Context: an optimization exercise on an open-source flow, tuned for small area, a short achievable clock period and few clock cycles per item. The choices shown serve that exercise and are no tape-out recipe. Only simulation tests tie the RTL to the original design; equivalence was not proved. Power and IR drop assume default switching activity.

File: flow/run.sh
#!/bin/bash
# synth_recipe.tcl (not shown) runs the flow's synth.tcl, then flattens the netlist and writes it again
# the make line also repeats each setting of config.mk as NAME=value (left out here)
make -C /OpenROAD-flow-scripts/flow DESIGN_CONFIG=/design/flow/config.mk WORK_HOME=/design/flow/orfs CLKGATE_MAP_FILE= SYNTH_SCRIPT=/design/flow/synth_recipe.tcl finish
File: flow/config.mk
export PLATFORM = sky130hd
export DESIGN_NAME = auxf_framer
export DESIGN_NICKNAME = auxf_framer
export VERILOG_FILES = /design/flow/design.v
export SDC_FILE = /design/flow/constraint.sdc
export NUM_CORES = 4
export LEC_CHECK = 0
export CAP_MARGIN = 20
export CORE_MARGIN = 2
export CORE_UTILIZATION = 30
export SLEW_MARGIN = 20
File: flow/constraint.sdc
create_clock -name core_clock -period 12.0 [get_ports {clk}]
set_input_delay 2.4000 -clock core_clock [delete_from_list [all_inputs] [get_ports {clk}]]
set_output_delay 2.4000 -clock core_clock [all_outputs]
set_load 0.01 [all_outputs]
File: flow/design.v
module auxf_framer (
    input  wire        clk,
    input  wire        rst,
    input  wire        op_valid,
    output wire        op_ready,
    input  wire [31:0] op_word,
    input  wire [31:0] op_now,
    input  wire        op_rx_pending,
    output reg         res_valid,
    output reg  [15:0] res_data,
    output reg         tx_valid,
    output reg  [7:0]  tx_data,
    output reg         tx_last,
    input  wire        tx_ready,
    output wire        irq
);
    localparam [1:0] F_HUNT = 2'd0, F_RECV = 2'd1, F_PARSING = 2'd2;
    localparam EV_FRAME_OK = 0, EV_CSUM_ERR = 1, EV_OVERFLOW = 2,
               EV_RX_TIMEOUT = 3, EV_NOISE_FLUSH = 4, EV_NOISE_OVF = 5,
               EV_PING_RX = 6, EV_CHANGED = 7, EV_IGNORED = 8,
               EV_PONG_DROP = 9, EV_TX_DONE = 10, EV_OP_ERR = 11;
    reg        q_v;
    reg [31:0] q_w;
    reg [31:0] q_now;
    reg        q_pend;
    reg        q_legal;
    reg        q_stall;          
    reg        busy;             
    wire [3:0] i_opc = op_word[31:28];
    reg i_legal;
    always @* begin
        case (i_opc)
            4'h0, 4'h2, 4'h3, 4'h5, 4'h8, 4'h9, 4'hA, 4'hF:
                   i_legal = (op_word[27:0] == 28'd0);
            4'h1:  i_legal = (op_word[27:8] == 20'd0);
            4'h4:  i_legal = (op_word[27:26] == 2'd0) && (op_word[23:0] == 24'd0);
            4'h6:  i_legal = (op_word[27:24] == 4'd0) && (op_word[15:0] == 16'd0);
            4'h7:  i_legal = (op_word[27:24] == 4'd0);
            default: i_legal = 1'b0;
        endcase
    end
    assign op_ready = !busy && !(q_v && q_stall);
    always @(posedge clk) begin
        q_w     <= op_word;
        q_now   <= op_now;
        q_pend  <= op_rx_pending;
        q_legal <= i_legal;
        q_stall <= (i_opc == 4'h5) ||
                   (op_word[31:16] == 16'h60D7) || (op_word[31:16] == 16'h60D8);
        q_v     <= op_valid && op_ready && !rst;
    end
    wire [3:0]  opc  = q_w[31:28];
    wire [1:0]  sub  = q_w[25:24];
    wire [7:0]  addr = q_w[23:16];
    wire [15:0] data = q_w[15:0];
    wire [7:0]  b    = q_w[7:0];
    reg [1:0]   fstate;
    reg [271:0] rxbuf;
    reg [5:0]   rx_count;
    reg [31:0]  rx_start;
    reg         rx_start_v;
    reg [31:0]  rx_done;
    reg         rx_done_v;
    reg         retained;
    reg [5:0]   noise_last;
    reg [19:0]  rx_acc;
    reg         lo_ok;
    reg         csum_ok;
    reg         k_pong, k_reqs, k_reqb, k_setc;
    reg [103:0] snap;
    reg [11:0]  status;
    reg [11:0]  irq_en;
    reg [15:0]  last_tx_csum;
    reg [3:0]   parse_result;
    reg         small_valid;
    reg         big_valid;
    reg [103:0] ls;            
    reg [12:0]  amb;
    reg [7:0]   b5r;             
    reg [15:0]  cmd_tt;
    reg [13:0]  cmd_vld;
    reg         cv_power;
    reg [2:0]   cv_mode;
    reg         cv_sleep, cv_ifeel;
    reg [2:0]   cv_vl, cv_hl, cv_fan;
    reg         cv_turbo, cv_mute, cv_clean, cv_health, cv_display, cv_mildew;
    reg         dry;
    reg         dry_hi;
    reg [4:0]   nidx;
    reg [19:0]  tx_acc;
    assign irq = |(status & irq_en);
    wire k_any = k_pong | k_reqs | k_reqb | k_setc;
    wire [16:0] rx_fold = {13'd0, rx_acc[19:16]} + {1'b0, rx_acc[15:0]};
    wire [15:0] rx_c    = ~rx_fold[15:0];
    wire [16:0] tx_fold = {13'd0, tx_acc[19:16]} + {1'b0, tx_acc[15:0]};
    wire [15:0] tx_c    = ~tx_fold[15:0];
    reg [5:0] ti;
    reg [7:0] tbyte;
    always @* begin
        tbyte = 8'h00;
        case (ti)
            6'd0:  tbyte = 8'hBB;
            6'd2:  tbyte = k_pong ? 8'h01 : (k_reqs | k_reqb | k_setc) ? 8'h06 : 8'h00;
            6'd3:  tbyte = 8'h80;
            6'd4:  tbyte = k_pong ? 8'h01 : 8'h00;
            6'd6:  tbyte = k_pong ? 8'h08 : (k_reqs | k_reqb) ? 8'h02 : k_setc ? 8'h0F : 8'h00;
            6'd8:  tbyte = k_pong ? 8'h1C : k_reqs ? 8'h11 : k_reqb ? 8'h21 : k_setc ? 8'h01 : 8'h00;
            6'd9:  tbyte = k_pong ? 8'h27 : (k_reqs | k_reqb | k_setc) ? 8'h01 : 8'h00;
            6'd10: tbyte = (k_reqs | k_reqb) ? 8'h7E : k_setc ? snap[0 +: 8] : 8'h00;
            6'd11: tbyte = k_reqs ? 8'h2B : k_reqb ? 8'h1B : k_setc ? snap[8 +: 8] : 8'h00;
            6'd12: tbyte = k_setc ? snap[16 +: 8] : 8'h00;
            6'd13: tbyte = k_setc ? snap[24 +: 8] : 8'h00;
            6'd14: tbyte = k_setc ? snap[32 +: 8] : 8'h00;
            6'd15: tbyte = k_setc ? snap[40 +: 8] : 8'h00;
            6'd16: tbyte = k_pong ? 8'h58 : k_setc ? snap[48 +: 8] : 8'h00;
            6'd17: tbyte = k_pong ? 8'h1E : k_setc ? snap[56 +: 8] : 8'h00;
            6'd18: tbyte = k_setc ? snap[64 +: 8] : 8'h00;
            6'd19: tbyte = k_setc ? snap[72 +: 8] : 8'h00;
            6'd20: tbyte = k_setc ? snap[80 +: 8] : 8'h00;
            6'd21: tbyte = k_setc ? snap[88 +: 8] : 8'h00;
            6'd22: tbyte = k_setc ? snap[96 +: 8] : 8'h00;
            6'd23: tbyte = k_setc ? tx_c[7:0] : 8'h00;
            6'd24: tbyte = k_setc ? tx_c[15:8] : 8'h00;
            default: tbyte = 8'h00;
        endcase
    end
    wire [4:0] t_last = k_setc ? 5'd24 : k_pong ? 5'd17 : 5'd11;
    wire [4:0] t_csp  = k_setc ? 5'd23 : k_pong ? 5'd16 : 5'd10;
    wire [5:0] tx_count = k_setc ? 6'd25 : k_pong ? 6'd18 : (k_reqs | k_reqb) ? 6'd12 : 6'd0;
    wire [7:0] rxsel = rxbuf[8*addr[5:0] +: 8];
    wire [7:0] rx_rd = (addr[5:0] < rx_count) ? rxsel : 8'h00;
    wire [7:0]  lsb2 = ls[7:0];
    wire [5:0]  tt_v = {1'b0, lsb2[7:3]} + 6'd8;
    wire [15:0] ac_tt = small_valid ?
                        ({7'd0, tt_v, 3'd0} + {9'd0, tt_v, 1'd0} +
                         {13'd0, ls[31], 1'b0, ls[31]}) : 16'd0;
    wire [15:0] ac_amb = big_valid ? {{3{amb[12]}}, amb} : 16'd0;
    wire [15:0] ac_out = big_valid ?
                         ({5'd0, b5r, 3'd0} + {7'd0, b5r, 1'd0} - 16'd320) : 16'd0;
    reg [7:0] rawf;
    always @* begin
        rawf = 8'd0;
        if (small_valid) begin
            case (addr[4:0])
                5'h13: rawf = {7'd0, ls[85]};
                5'h14: rawf = {5'd0, ls[63:61]};
                5'h15: rawf = {7'd0, ls[58]};
                5'h16: rawf = {7'd0, ls[59]};
                5'h17: rawf = {5'd0, ls[2:0]};
                5'h18: rawf = {5'd0, ls[23:21]};
                5'h19: rawf = {5'd0, ls[39:37]};
                5'h1A: rawf = {7'd0, ls[46]};
                5'h1B: rawf = {7'd0, ls[47]};
                5'h1C: rawf = {7'd0, ls[82]};
                5'h1D: rawf = {7'd0, ls[81]};
                5'h1E: rawf = {7'd0, ls[80]};
                5'h1F: rawf = {7'd0, ls[100]};
                5'h00: rawf = {7'd0, ls[99]};    
                default: rawf = 8'd0;
            endcase
        end
    end
    reg [15:0] cmdf;
    always @* begin
        case (addr)
            8'h33: cmdf = {cmd_vld[0],  7'd0, 2'd0, cv_power, 5'd0};
            8'h34: cmdf = {cmd_vld[1],  7'd0, cv_mode, 5'd0};
            8'h35: cmdf = {cmd_vld[2],  7'd0, 5'd0, cv_sleep, 2'd0};
            8'h36: cmdf = {cmd_vld[3],  7'd0, 4'd0, cv_ifeel, 3'd0};
            8'h37: cmdf = {cmd_vld[4],  7'd0, 5'd0, cv_vl};
            8'h38: cmdf = {cmd_vld[5],  7'd0, cv_hl, 5'd0};
            8'h39: cmdf = {cmd_vld[6],  7'd0, cv_fan, 5'd0};
            8'h3A: cmdf = {cmd_vld[7],  7'd0, 1'b0, cv_turbo, 6'd0};
            8'h3B: cmdf = {cmd_vld[8],  7'd0, cv_mute, 7'd0};
            8'h3C: cmdf = {cmd_vld[9],  7'd0, 5'd0, cv_clean, 2'd0};
            8'h3D: cmdf = {cmd_vld[10], 7'd0, 6'd0, cv_health, 1'd0};
            8'h3F: cmdf = {cmd_vld[12], 7'd0, 3'd0, cv_display, 4'd0};
            8'h40: cmdf = {cmd_vld[13], 7'd0, 4'd0, cv_mildew, 3'd0};
            default: cmdf = 16'd0;
        endcase
    end
    wire hdr_avail = (rx_count >= 6'd8) && ((fstate != F_HUNT) || retained);
    wire [15:0] lstate = {9'd0, k_any, big_valid, small_valid,
                          retained, hdr_avail, fstate};
    reg        rd_ok;
    reg [15:0] rd_val;
    always @* begin
        rd_ok  = 1'b1;
        rd_val = 16'd0;
        case (addr)
            8'h00: rd_val = {4'd0, status};
            8'h01: rd_val = {4'd0, irq_en};
            8'h02: rd_val = lstate;
            8'h03: rd_val = {10'd0, rx_count};
            8'h04: rd_val = {10'd0, noise_last};
            8'h05: rd_val = {10'd0, tx_count};
            8'h06: rd_val = last_tx_csum;
            8'h07: rd_val = {12'd0, parse_result};
            8'h08: rd_val = rx_start_v ? rx_start[15:0]  : 16'd0;
            8'h09: rd_val = rx_start_v ? rx_start[31:16] : 16'd0;
            8'h0A: rd_val = rx_done_v  ? rx_done[15:0]   : 16'd0;
            8'h0B: rd_val = rx_done_v  ? rx_done[31:16]  : 16'd0;
            8'h10: rd_val = ac_tt;
            8'h11: rd_val = ac_amb;
            8'h12: rd_val = ac_out;
            8'h30: rd_val = cmd_tt;
            default: begin
                if (addr >= 8'h13 && addr <= 8'h20)
                    rd_val = {8'd0, rawf};
                else if ((addr >= 8'h33 && addr <= 8'h3D) || addr == 8'h3F || addr == 8'h40)
                    rd_val = cmdf;
                else if (addr >= 8'h60 && addr <= 8'h6C)
                    rd_val = small_valid ? {8'd0, ls[8*addr[3:0] +: 8]} : 16'd0;
                else if (addr >= 8'h80 && addr <= 8'hA1)
                    rd_val = {8'd0, rx_rd};
                else if (addr >= 8'hC0 && addr <= 8'hE1)
                    rd_val = {8'd0, tbyte};
                else
                    rd_ok = 1'b0;
            end
        endcase
    end
    wire wr_ok = (addr == 8'h00) || (addr == 8'h01) || (addr == 8'h30) ||
                 (addr >= 8'h33 && addr <= 8'h3D) || (addr == 8'h3F) || (addr == 8'h40);
    reg [14:0] st_t;
    reg [16:0] st_m;
    reg [6:0]  st_p;             
    reg [103:0] sb;
    integer    j;
    always @* begin
        sb = ls;
        if (cmd_vld[0])  sb[85]   = 1'b0;
        if (cmd_vld[1])  sb[63:61]  = 3'd0;
        if (cmd_vld[2])  sb[58]    = 1'b0;
        if (cmd_vld[3])  sb[59]    = 1'b0;
        if (cmd_vld[4])  sb[2:0]  = cv_vl;
        if (cmd_vld[5])  sb[23:21]  = 3'd0;
        if (cmd_vld[6])  sb[39:37]  = 3'd0;
        if (cmd_vld[7])  sb[46]    = 1'b0;
        if (cmd_vld[8])  sb[47]    = 1'b0;
        if (cmd_vld[9])  sb[82]   = 1'b0;
        if (cmd_vld[10]) sb[81]   = 1'b0;
        if (cmd_vld[12]) sb[100]   = 1'b0;
        if (cmd_vld[13]) sb[99]   = 1'b0;
        st_t = cmd_tt[14:0];
        if (st_t < 15'd160) st_t = 15'd160;
        if (st_t > 15'd320) st_t = 15'd320;
        st_m = {8'd0, st_t[8:0]} * 17'd205;
        st_p = st_m[16:10];
        if (cmd_tt[15]) begin
            sb[7:3] = st_p[5:1] - 5'd8;
            sb[31]   = st_p[0];
        end
    end
    wire [7:0] rx_type = rxbuf[16 +: 8];
    wire [7:0] rx_len  = rxbuf[48 +: 8];
    wire [7:0] rx_echo = rxbuf[72 +: 8];
    wire [15:0] new_amb = ({8'd0, rxbuf[88 +: 8]} - 16'd32) * 16'd10 + {8'd0, rxbuf[248 +: 8]};
    reg s_diff;
    always @* begin
        s_diff = ((rxbuf[80 +: 8] ^ ls[0 +: 8])  & 8'hFF) != 8'd0 ||
                 ((rxbuf[96 +: 8] ^ ls[16 +: 8])  & 8'hE0) != 8'd0 ||
                 ((rxbuf[104 +: 8] ^ ls[24 +: 8])  & 8'h80) != 8'd0 ||
                 ((rxbuf[112 +: 8] ^ ls[32 +: 8])  & 8'hE0) != 8'd0 ||
                 ((rxbuf[120 +: 8] ^ ls[40 +: 8])  & 8'hC0) != 8'd0 ||
                 ((rxbuf[136 +: 8] ^ ls[56 +: 8])  & 8'hEC) != 8'd0 ||
                 ((rxbuf[160 +: 8] ^ ls[80 +: 8]) & 8'h27) != 8'd0 ||
                 ((rxbuf[176 +: 8] ^ ls[96 +: 8]) & 8'h18) != 8'd0;
    end
    wire        timed  = (fstate == F_RECV) && ((q_now - rx_start) > 32'd150);
    wire [8:0]  l8     = {1'b0, rx_len} + 9'd8;    
    reg [11:0] w_set;
    reg [3:0]  w_code;
    reg [1:0]  w_fs;
    reg [5:0]  w_cnt;
    reg        w_ret;
    reg [5:0]  widx;
    reg        w_we;
    reg        w_chg;
    integer    k;
    always @* begin
        ti = {1'b0, nidx};
        if (!busy) ti = addr[5:0];
    end
    task reset_all;
        begin
            fstate       <= F_HUNT;
            rx_count     <= 6'd0;
            rx_start_v   <= 1'b0;
            rx_done_v    <= 1'b0;
            retained     <= 1'b0;
            noise_last   <= 6'd0;
            k_pong       <= 1'b0;
            k_reqs       <= 1'b0;
            k_reqb       <= 1'b0;
            k_setc       <= 1'b0;
            status       <= 12'd0;
            irq_en       <= 12'd0;
            last_tx_csum <= 16'd0;
            parse_result <= 4'd0;
            small_valid  <= 1'b0;
            big_valid    <= 1'b0;
            cmd_tt       <= 16'd0;
            cmd_vld      <= 14'd0;
            cv_power     <= 1'b0;
            cv_mode      <= 3'd0;
            cv_sleep     <= 1'b0;
            cv_ifeel     <= 1'b0;
            cv_vl        <= 3'd0;
            cv_hl        <= 3'd0;
            cv_fan       <= 3'd0;
            cv_turbo     <= 1'b0;
            cv_mute      <= 1'b0;
            cv_clean     <= 1'b0;
            cv_health    <= 1'b0;
            cv_display   <= 1'b0;
            cv_mildew    <= 1'b0;
            busy         <= 1'b0;
            dry          <= 1'b0;
            tx_valid     <= 1'b0;
        end
    endtask
    always @(posedge clk) begin
        res_valid <= 1'b0;
        if (rst) begin
            reset_all;
        end else if (busy) begin
            if (dry || tx_ready) begin
                if (!dry && tx_last) begin
                    last_tx_csum       <= tx_c;
                    status[EV_TX_DONE] <= 1'b1;
                    k_pong   <= 1'b0;
                    k_reqs   <= 1'b0;
                    k_reqb   <= 1'b0;
                    k_setc   <= 1'b0;
                    tx_valid <= 1'b0;
                    busy     <= 1'b0;
                    res_valid <= 1'b1;
                    res_data  <= 16'h0001;
                end else if (dry && nidx == 5'd23) begin
                    busy      <= 1'b0;
                    dry       <= 1'b0;
                    res_valid <= 1'b1;
                    res_data  <= {8'd0, dry_hi ? tx_c[15:8] : tx_c[7:0]};
                end else begin
                    tx_data <= tbyte;
                    tx_last <= (nidx == t_last);
                    if (nidx < t_csp)
                        tx_acc <= tx_acc + (nidx[0] ? {12'd0, tbyte} : {4'd0, tbyte, 8'd0});
                    nidx <= nidx + 5'd1;
                end
            end
        end else if (q_v) begin
            res_valid <= 1'b1;
            res_data  <= 16'h0000;
            if (!q_legal) begin
                status[EV_OP_ERR] <= 1'b1;
                res_data <= 16'hFFFF;
            end else begin
                case (opc)
                4'h1: begin  
                    if (fstate != F_PARSING) begin
                        res_data <= 16'h0001;
                        w_set = 12'd0;
                        w_fs  = fstate;
                        w_cnt = rx_count;
                        w_ret = retained;
                        if (timed) begin
                            w_set[EV_RX_TIMEOUT] = 1'b1;
                            w_cnt = 6'd0;
                            w_ret = 1'b0;
                            w_fs  = F_HUNT;
                        end
                        widx = w_cnt;
                        if (w_fs == F_HUNT) begin
                            if (w_ret) begin
                                w_cnt = 6'd0;
                                w_ret = 1'b0;
                            end
                            if (b == 8'hBB) begin
                                if (w_cnt != 6'd0) begin
                                    noise_last <= w_cnt;
                                    w_set[EV_NOISE_FLUSH] = 1'b1;
                                end
                                widx  = 6'd0;
                                w_cnt = 6'd1;
                                rx_start   <= q_now;
                                rx_start_v <= 1'b1;
                                rx_acc     <= 20'hBB00;
                                w_fs = F_RECV;
                            end else begin
                                widx  = w_cnt;
                                w_cnt = w_cnt + 6'd1;
                                if (w_cnt == 6'd34) begin
                                    noise_last <= 6'd34;
                                    w_set[EV_NOISE_OVF] = 1'b1;
                                    w_cnt = 6'd0;
                                end
                            end
                        end else begin
                            widx  = w_cnt;
                            w_cnt = w_cnt + 6'd1;
                            if (widx < 6'd8 || {3'd0, widx} < l8)
                                rx_acc <= rx_acc + (widx[0] ? {12'd0, b} : {4'd0, b, 8'd0});
                            if ({3'd0, widx} == l8)
                                lo_ok <= (b == rx_c[7:0]);
                            if (widx >= 6'd8 && {3'd0, widx} == l8 + 9'd1) begin
                                csum_ok   <= lo_ok && (b == rx_c[15:8]);
                                w_fs      = F_PARSING;
                                rx_done   <= q_now;
                                rx_done_v <= 1'b1;
                            end else if (w_cnt == 6'd34) begin
                                w_set[EV_OVERFLOW] = 1'b1;
                                w_cnt = 6'd0;
                                w_fs  = F_HUNT;
                            end
                        end
                        rxbuf[8*widx +: 8] <= b;
                        rx_count  <= w_cnt;
                        fstate    <= w_fs;
                        retained  <= w_ret;
                        status    <= status | w_set;
                    end
                end
                4'h2: begin  
                    if (timed) begin
                        status[EV_RX_TIMEOUT] <= 1'b1;
                        rx_count <= 6'd0;
                        retained <= 1'b0;
                        fstate   <= F_HUNT;
                    end
                end
                4'h3: begin  
                    if (fstate != F_PARSING) begin
                        status[EV_OP_ERR] <= 1'b1;
                        res_data <= 16'hFFFF;
                    end else if (!csum_ok) begin
                        status[EV_CSUM_ERR] <= 1'b1;
                        parse_result <= 4'd1;
                        rx_count <= 6'd0;
                        retained <= 1'b0;
                        fstate   <= F_HUNT;
                        res_data <= 16'h0001;
                    end else begin
                        w_set = 12'd0;
                        w_set[EV_FRAME_OK] = 1'b1;
                        w_code = 4'd9;
                        case (rx_type)
                        8'h01: begin
                            w_code = 4'd2;
                            w_set[EV_PING_RX] = 1'b1;
                            if (!k_any) k_pong <= 1'b1;
                            else        w_set[EV_PONG_DROP] = 1'b1;
                        end
                        8'h06: w_code = 4'd3;
                        8'h07: begin
                            if (rx_len < 8'd2) begin
                                w_code = 4'd8;
                            end else if (rx_echo == 8'h11) begin
                                if (rx_len < 8'd15) begin
                                    w_code = 4'd8;
                                end else begin
                                    w_code = 4'd4;
                                    for (k = 0; k < 13; k = k + 1)
                                        ls[8*k +: 8] <= rxbuf[8*(10 + k) +: 8];
                                    small_valid <= 1'b1;
                                    if (!small_valid || s_diff) w_set[EV_CHANGED] = 1'b1;
                                end
                            end else if (rx_echo == 8'h21 || rx_echo == 8'h2C) begin
                                if (rx_len < 8'd24) begin
                                    w_code = 4'd8;
                                end else begin
                                    w_code = 4'd5;
                                    amb       <= new_amb[12:0];
                                    b5r       <= rxbuf[104 +: 8];
                                    big_valid <= 1'b1;
                                    if (!big_valid || new_amb[12:0] != amb || rxbuf[104 +: 8] != b5r)
                                        w_set[EV_CHANGED] = 1'b1;
                                end
                            end else if (rx_echo == 8'h01) begin
                                w_code = 4'd6;
                            end else begin
                                w_code = 4'd7;
                            end
                        end
                        default: w_code = 4'd9;
                        endcase
                        if (w_code == 4'd3 || w_code >= 4'd6)
                            w_set[EV_IGNORED] = 1'b1;
                        status       <= status | w_set;
                        parse_result <= w_code;
                        retained     <= 1'b1;
                        fstate       <= F_HUNT;
                        res_data     <= {12'd0, w_code};
                    end
                end
                4'h4: begin  
                    if (k_any || (sub == 2'd3 && !small_valid)) begin
                        status[EV_OP_ERR] <= 1'b1;
                        res_data <= 16'hFFFF;
                    end else begin
                        res_data <= 16'h0001;
                        case (sub)
                        2'd0: k_pong <= 1'b1;
                        2'd1: k_reqs <= 1'b1;
                        2'd2: k_reqb <= 1'b1;
                        default: begin
                            k_setc <= 1'b1;
                            for (k = 0; k < 13; k = k + 1)
                                snap[8*k +: 8] <= sb[8*k +: 8];
                        end
                        endcase
                    end
                end
                4'h5: begin  
                    if (k_any && fstate == F_HUNT && !q_pend) begin
                        res_valid <= 1'b0;
                        busy      <= 1'b1;
                        tx_valid  <= 1'b1;
                        tx_data   <= 8'hBB;
                        tx_last   <= 1'b0;
                        tx_acc    <= 20'hBB00;
                        nidx      <= 5'd1;
                    end
                end
                4'h6: begin  
                    if (!rd_ok) begin
                        status[EV_OP_ERR] <= 1'b1;
                        res_data <= 16'hFFFF;
                    end else if (k_setc && (addr == 8'hD7 || addr == 8'hD8)) begin
                        res_valid <= 1'b0;
                        busy      <= 1'b1;
                        dry       <= 1'b1;
                        dry_hi    <= ~addr[0];
                        tx_acc    <= 20'hBB00;
                        nidx      <= 5'd1;
                    end else begin
                        res_data <= rd_val;
                    end
                end
                4'h7: begin  
                    if (!wr_ok) begin
                        status[EV_OP_ERR] <= 1'b1;
                        res_data <= 16'hFFFF;
                    end else begin
                        case (addr)
                        8'h00: status <= status & ~data[11:0];
                        8'h01: irq_en <= data[11:0];
                        8'h30: cmd_tt <= data;
                        8'h33: begin cmd_vld[0]  <= data[15]; cv_power   <= data[5];   end
                        8'h34: begin cmd_vld[1]  <= data[15]; cv_mode    <= data[7:5]; end
                        8'h35: begin cmd_vld[2]  <= data[15]; cv_sleep   <= data[2];   end
                        8'h36: begin cmd_vld[3]  <= data[15]; cv_ifeel   <= data[3];   end
                        8'h37: begin cmd_vld[4]  <= data[15]; cv_vl      <= data[2:0]; end
                        8'h38: begin cmd_vld[5]  <= data[15]; cv_hl      <= data[7:5]; end
                        8'h39: begin cmd_vld[6]  <= data[15]; cv_fan     <= data[7:5]; end
                        8'h3A: begin cmd_vld[7]  <= data[15]; cv_turbo   <= data[6];   end
                        8'h3B: begin cmd_vld[8]  <= data[15]; cv_mute    <= data[7];   end
                        8'h3C: begin cmd_vld[9]  <= data[15]; cv_clean   <= data[2];   end
                        8'h3D: begin cmd_vld[10] <= data[15]; cv_health  <= data[1];   end
                        8'h3F: begin cmd_vld[12] <= data[15]; cv_display <= data[4];   end
                        default: begin cmd_vld[13] <= data[15]; cv_mildew <= data[3]; end
                        endcase
                    end
                end
                4'h8: begin  
                    cmd_tt     <= 16'd0;
                    cmd_vld    <= 14'd0;
                    cv_power   <= 1'b0;
                    cv_mode    <= 3'd0;
                    cv_sleep   <= 1'b0;
                    cv_ifeel   <= 1'b0;
                    cv_vl      <= 3'd0;
                    cv_hl      <= 3'd0;
                    cv_fan     <= 3'd0;
                    cv_turbo   <= 1'b0;
                    cv_mute    <= 1'b0;
                    cv_clean   <= 1'b0;
                    cv_health  <= 1'b0;
                    cv_display <= 1'b0;
                    cv_mildew  <= 1'b0;
                end
                4'h9: begin  
                    k_pong <= 1'b0;
                    k_reqs <= 1'b0;
                    k_reqb <= 1'b0;
                    k_setc <= 1'b0;
                end
                4'hA: begin  
                    rx_count <= 6'd0;
                    retained <= 1'b0;
                    fstate   <= F_HUNT;
                end
                4'hF: begin  
                    reset_all;
                end
                default: ;  
                endcase
            end
        end
    end
endmodule
==> results.txt <==
-- cell usage in the layout (no fill, tap or decap), types with 60 or more instances in the layout --
master	Yosys	layout
clkdlybuf4s50_1	0	96
clkbuf_16	0	90
nor2_1	254	249
nand3_1	131	131
inv_1	175	174
dfxtp_1	187	175
o21ai_0	153	153
mux2_2	275	275
a21oi_1	233	233
nor3_1	78	75
ha_1	186	186
a22oi_1	79	79
nor2b_1	61	60
edfxtp_1	638	638
xnor2_1	113	113
mux4_2	104	104
buf_4	0	77
mux2i_1	69	69
nand2_1	241	241
-- worst register-to-register path, delay by kind of cell, from the launching register on --
kind | cells | cell delay, ps
compound gates | 16 | 3420
fa+ha+maj | 4 | 1180
buf+inv | 3 | 620
flops | 1 | 400
simple gates | 7 | 2270
-- metrics by stage --
stage	instances	cell area (µm²)	util (%)
after floorplan	4058	46600	-
after detailed placement	6062	50040	32.45
after global routing	6225	52880	34.28
after CTS	6223	52860	34.27
final	6226	52880	34.29
after global placement	6062	50040	32.44
-- kinds of logic after synthesis --
logic type	Yosys count	synth area share, %
AO/OA/AOI/OAI	897	13.07
XOR/XNOR	166	3.121
adder cells (fa/ha/maj)	209	5.983
buffers and inverters	397	3.223
flip-flops	825	49.16
multiplexers	455	13.33
AND/OR/NAND/NOR	1109	12.12
-- state kept, by name (all words and copies together) (netlist names), 4 cells and up --
name	cells
nidx	5
rx_start	32
noise_last	6
tx_acc	20
snap	104
ls	104
rx_acc	20
q_w	30
cmd_tt	16
b5r	8
cmd_vld	13
amb	13
res_data	16
q_now	32
status	12
rxbuf	272
tx_data	8
rx_done	32
parse_result	4
irq_en	12
last_tx_csum	16
rx_count	6
-- cell type report --
cell class	count	share of cell area, %
Tap cell	2044	4.836
Timing Repair Buffer	174	2.932
Inverter	184	1.320
Clock inverter	57	0.9299
Multi-Input combinational cell	2836	42.23
Sequential cell	825	43.35
Clock buffer	104	4.396
Antenna cell	2	0.009465
-- synth_stat cells (17+ instances only) --
| master | n | area, µm² |
|---|---|---|
| o211ai_1 | 23 | 172.7 |
| a221oi_1 | 31 | 271.5 |
| xnor2_1 | 113 | 989.7 |
| o22ai_1 | 18 | 112.6 |
| mux2i_1 | 69 | 690.7 |
| a222oi_1 | 28 | 280.3 |
| o21ai_0 | 153 | 765.7 |
| a31oi_1 | 17 | 106.4 |
| nor4_1 | 37 | 231.5 |
| nand3_1 | 131 | 655.6 |
| and3_1 | 45 | 281.5 |
| fa_1 | 23 | 460.4 |
| dfxtp_1 | 187 | 3744 |
| mux4_2 | 104 | 2342 |
| a211oi_1 | 25 | 187.7 |
| a21o_1 | 46 | 345.3 |
| nand3b_1 | 20 | 150.1 |
| buf_1 | 25 | 93.84 |
| xor2_1 | 53 | 464.2 |
| ha_1 | 186 | 2327 |
| a21oi_1 | 233 | 1166 |
| nand2_1 | 241 | 904.6 |
| inv_1 | 175 | 656.9 |
| o21a_1 | 28 | 210.2 |
| nand4_1 | 50 | 312.8 |
| nand2b_1 | 40 | 250.2 |
| and2_1 | 53 | 331.6 |
| edfxtp_1 | 638 | 19160 |
| nor3_1 | 78 | 390.4 |
| mux2_2 | 275 | 3097 |
| clkbuf_1 | 179 | 671.9 |
| nor2_1 | 254 | 953.4 |
| a22oi_1 | 79 | 593.1 |
| or3_1 | 21 | 131.4 |
| nor2b_1 | 61 | 381.6 |
| a22o_1 | 53 | 464.2 |
-- report_power, final --
| group | switching [mW] | internal, mW |
|---|---|---|
| clock | 1.22 | 1.50 |
| combinational | 0.231 | 0.126 |
| sequential | 0.0195 | 3.05 |
-- worst max path at each step --
stage	from	endpoint	slack [ps]	cells past startpoint
after floorplan	rst	rx_start[0]	2050	5
after global placement	rx_start[0]	rx_acc[18]	4210	30
after detailed placement	q_now[0]	rxbuf[218]	4130	23
after CTS	q_now[0]	rx_acc[18]	4050	31
after global routing	rx_start[0]	rx_acc[18]	3180	30
final	rx_start[0]	rx_acc[18]	3940	30
-- per-layer routing --
layer | vias to the layer above | track usage [%]
met5 | - | 0
met2 | 1790 | 31.75
met3 | 312 | 3.477
met4 | 8 | 8.504
li1 | 15660 | -
met1 | 17780 | 27.35
==> results.yml <==
status:
  outcome: "timing/DRC/antenna clean"
pwr:
  p_per_area_mw_per_mm2: 116.4
  ir_drop_mv: 0.1053
  power_mw: 6.154
  leakage_nw: 17.26
floorplan:
  die_area_mm2: 0.1585
  num_rows: 144
  start_util_pct: 30.21
  fp.dieH_um: 398.1
  core_area_mm2: 0.1542
  io_pins: 98
  die_w_um: 398.1
sta:
  finalSetupTns_ps: 0
  slew_viol_final: 0
  post-route-period-util_pct: 67.19
  finalCriticalPeriod_ps: 8062
  hold-worst-slack_ps: 438.7
  skew_ps: 47.93
  max_freq_mhz: 124.0
  relSlewSlack_pct: 22.48
  rsz0062_at_grt: "false"
  worst_pin_slew_ps: 1163
  finalHoldViolations: 0
  setup_ws_ps: 3938
  finalSetupViolCount: 0
route:
  routed.top_layer: "met5"
  wl_met1_um: 68520
  num_vias: 35550
  routed_wl_um: 164200
  dr_wl_met3_um: 14400
  wl_met2_um: 74200
  drt_iter0_drc: 4608
  drt_pass1_iterations: 13
  wire_per_inst_um: 26.37
  detail-route-antenna-nets: 0
  drc: 0
  avgViaCountPerCell: 5.710
layout:
  areaGrowthSynthToFinish_pct: 13.49
  multi_input_area_mm2: 0.02233
  drive_gt1_share_pct: 15.84
  fill_cells: 15210
  fin_nets: 4387
  seq_area_mm2: 0.02292
clock_tree:
  ctsResizeCount: 0
  clk_latency_ps: 720
  clockBufferDepth: 3
  cts_root_buffer: "clkbuf_16"
  clk_pin_slew_ps: 60
  postCtsHoldBufs: 0
  cts_tree: "built"
  h-tree-depth: 3
  cts_buffers: 88
  post_cts_buffers: 0
  cts.sinks: 825
global_route:
  grt_overflow: 0
  grt_pass1_vias: 33950
  grt_util_all_layers_pct: 20.18
  grt_max_degree: 147
  antenna_found_initial: 11
  grt_pass1_wl_um: 237400
critical_path:
  end_kind: "flip-flop"
  cp_max_fo: 30
  worst-path-buf-inv: 3
  worst_r2r_startpoint: "rx_start[0]"
  cp_slowest_stage_delay_ps: 560
  r2r_cells: 30
  critPathKind: "flip-flop to flip-flop"
  cp_common_cell: "o21ai_0"
  crit_arrival_ps: 8590
  slowest_stage: "a2111oi_0"
  rr_endpoint: "rx_acc[18]"
  path_delay_family: "compound AO/OA/AOI/OAI gates"
  worstPathRequired_ps: 12520
  startpoint_type: "flip-flop"
  r2r_slack_ps: 3940
yosys:
  synth_seq_cells: 825
  synth_edf_count: 638
  synth_seq_area_share_pct: 49.16
  syn_avg_cell_area_um2: 11.48
  yosysUniqueCellTypes: 89
  synth_area_mm2: 0.04659
  netlist_instances: 4058
  syn_nets: 4336
  synth_warnings: 1
  async_flop_share_pct: 0
  synth-main-ff-cell: "edfxtp_1"
place:
  dp_slack_ps: 4128
  post-dp-hpwl_um: 122000
  numPortBuffers: 97
  routabilityCongestion: 0.9982
flow_run:
  maxCapViolations: 0
worst_hold_path:
  hold_class: "flip-flop to flip-flop"
  hold-path-endpoint: "snap[73]"
  min_delay_path_depth: 0
  min_from: "ls[73]"
Testbench counts, summed over its fixed seeds: cycles 76,231, ops 64,137.

afterwards: timing with drivers on the ports:
How much do the figures lean on ideal ports? The routed layout below was timed once more, with nothing changed but the port constraints.
Step 1: set_driving_cell puts a clkbuf_16 on clk and a buf_2 on each other input, an assumption about the parent block.
Step 2 times the ports against the registers' clock, not the clock port: input delays grow and output delays shrink by t, the midpoint of the rising clock arrivals with the driver on.
Three values: ideal, step 1, step 2; two values: the first two.
shift t [ns]: 0.777
setup WS [ns]: 3.938 / 3.938 / 3.938
hold slack, ns: 0.439 / 0.439 / 0.439
worst register clock-pin slew, ns: 0.07 / 0.07
After both steps this run still meets setup and hold. The setup slack of this run moves by 0.000 ns with the drivers and by 0.000 ns with both steps.
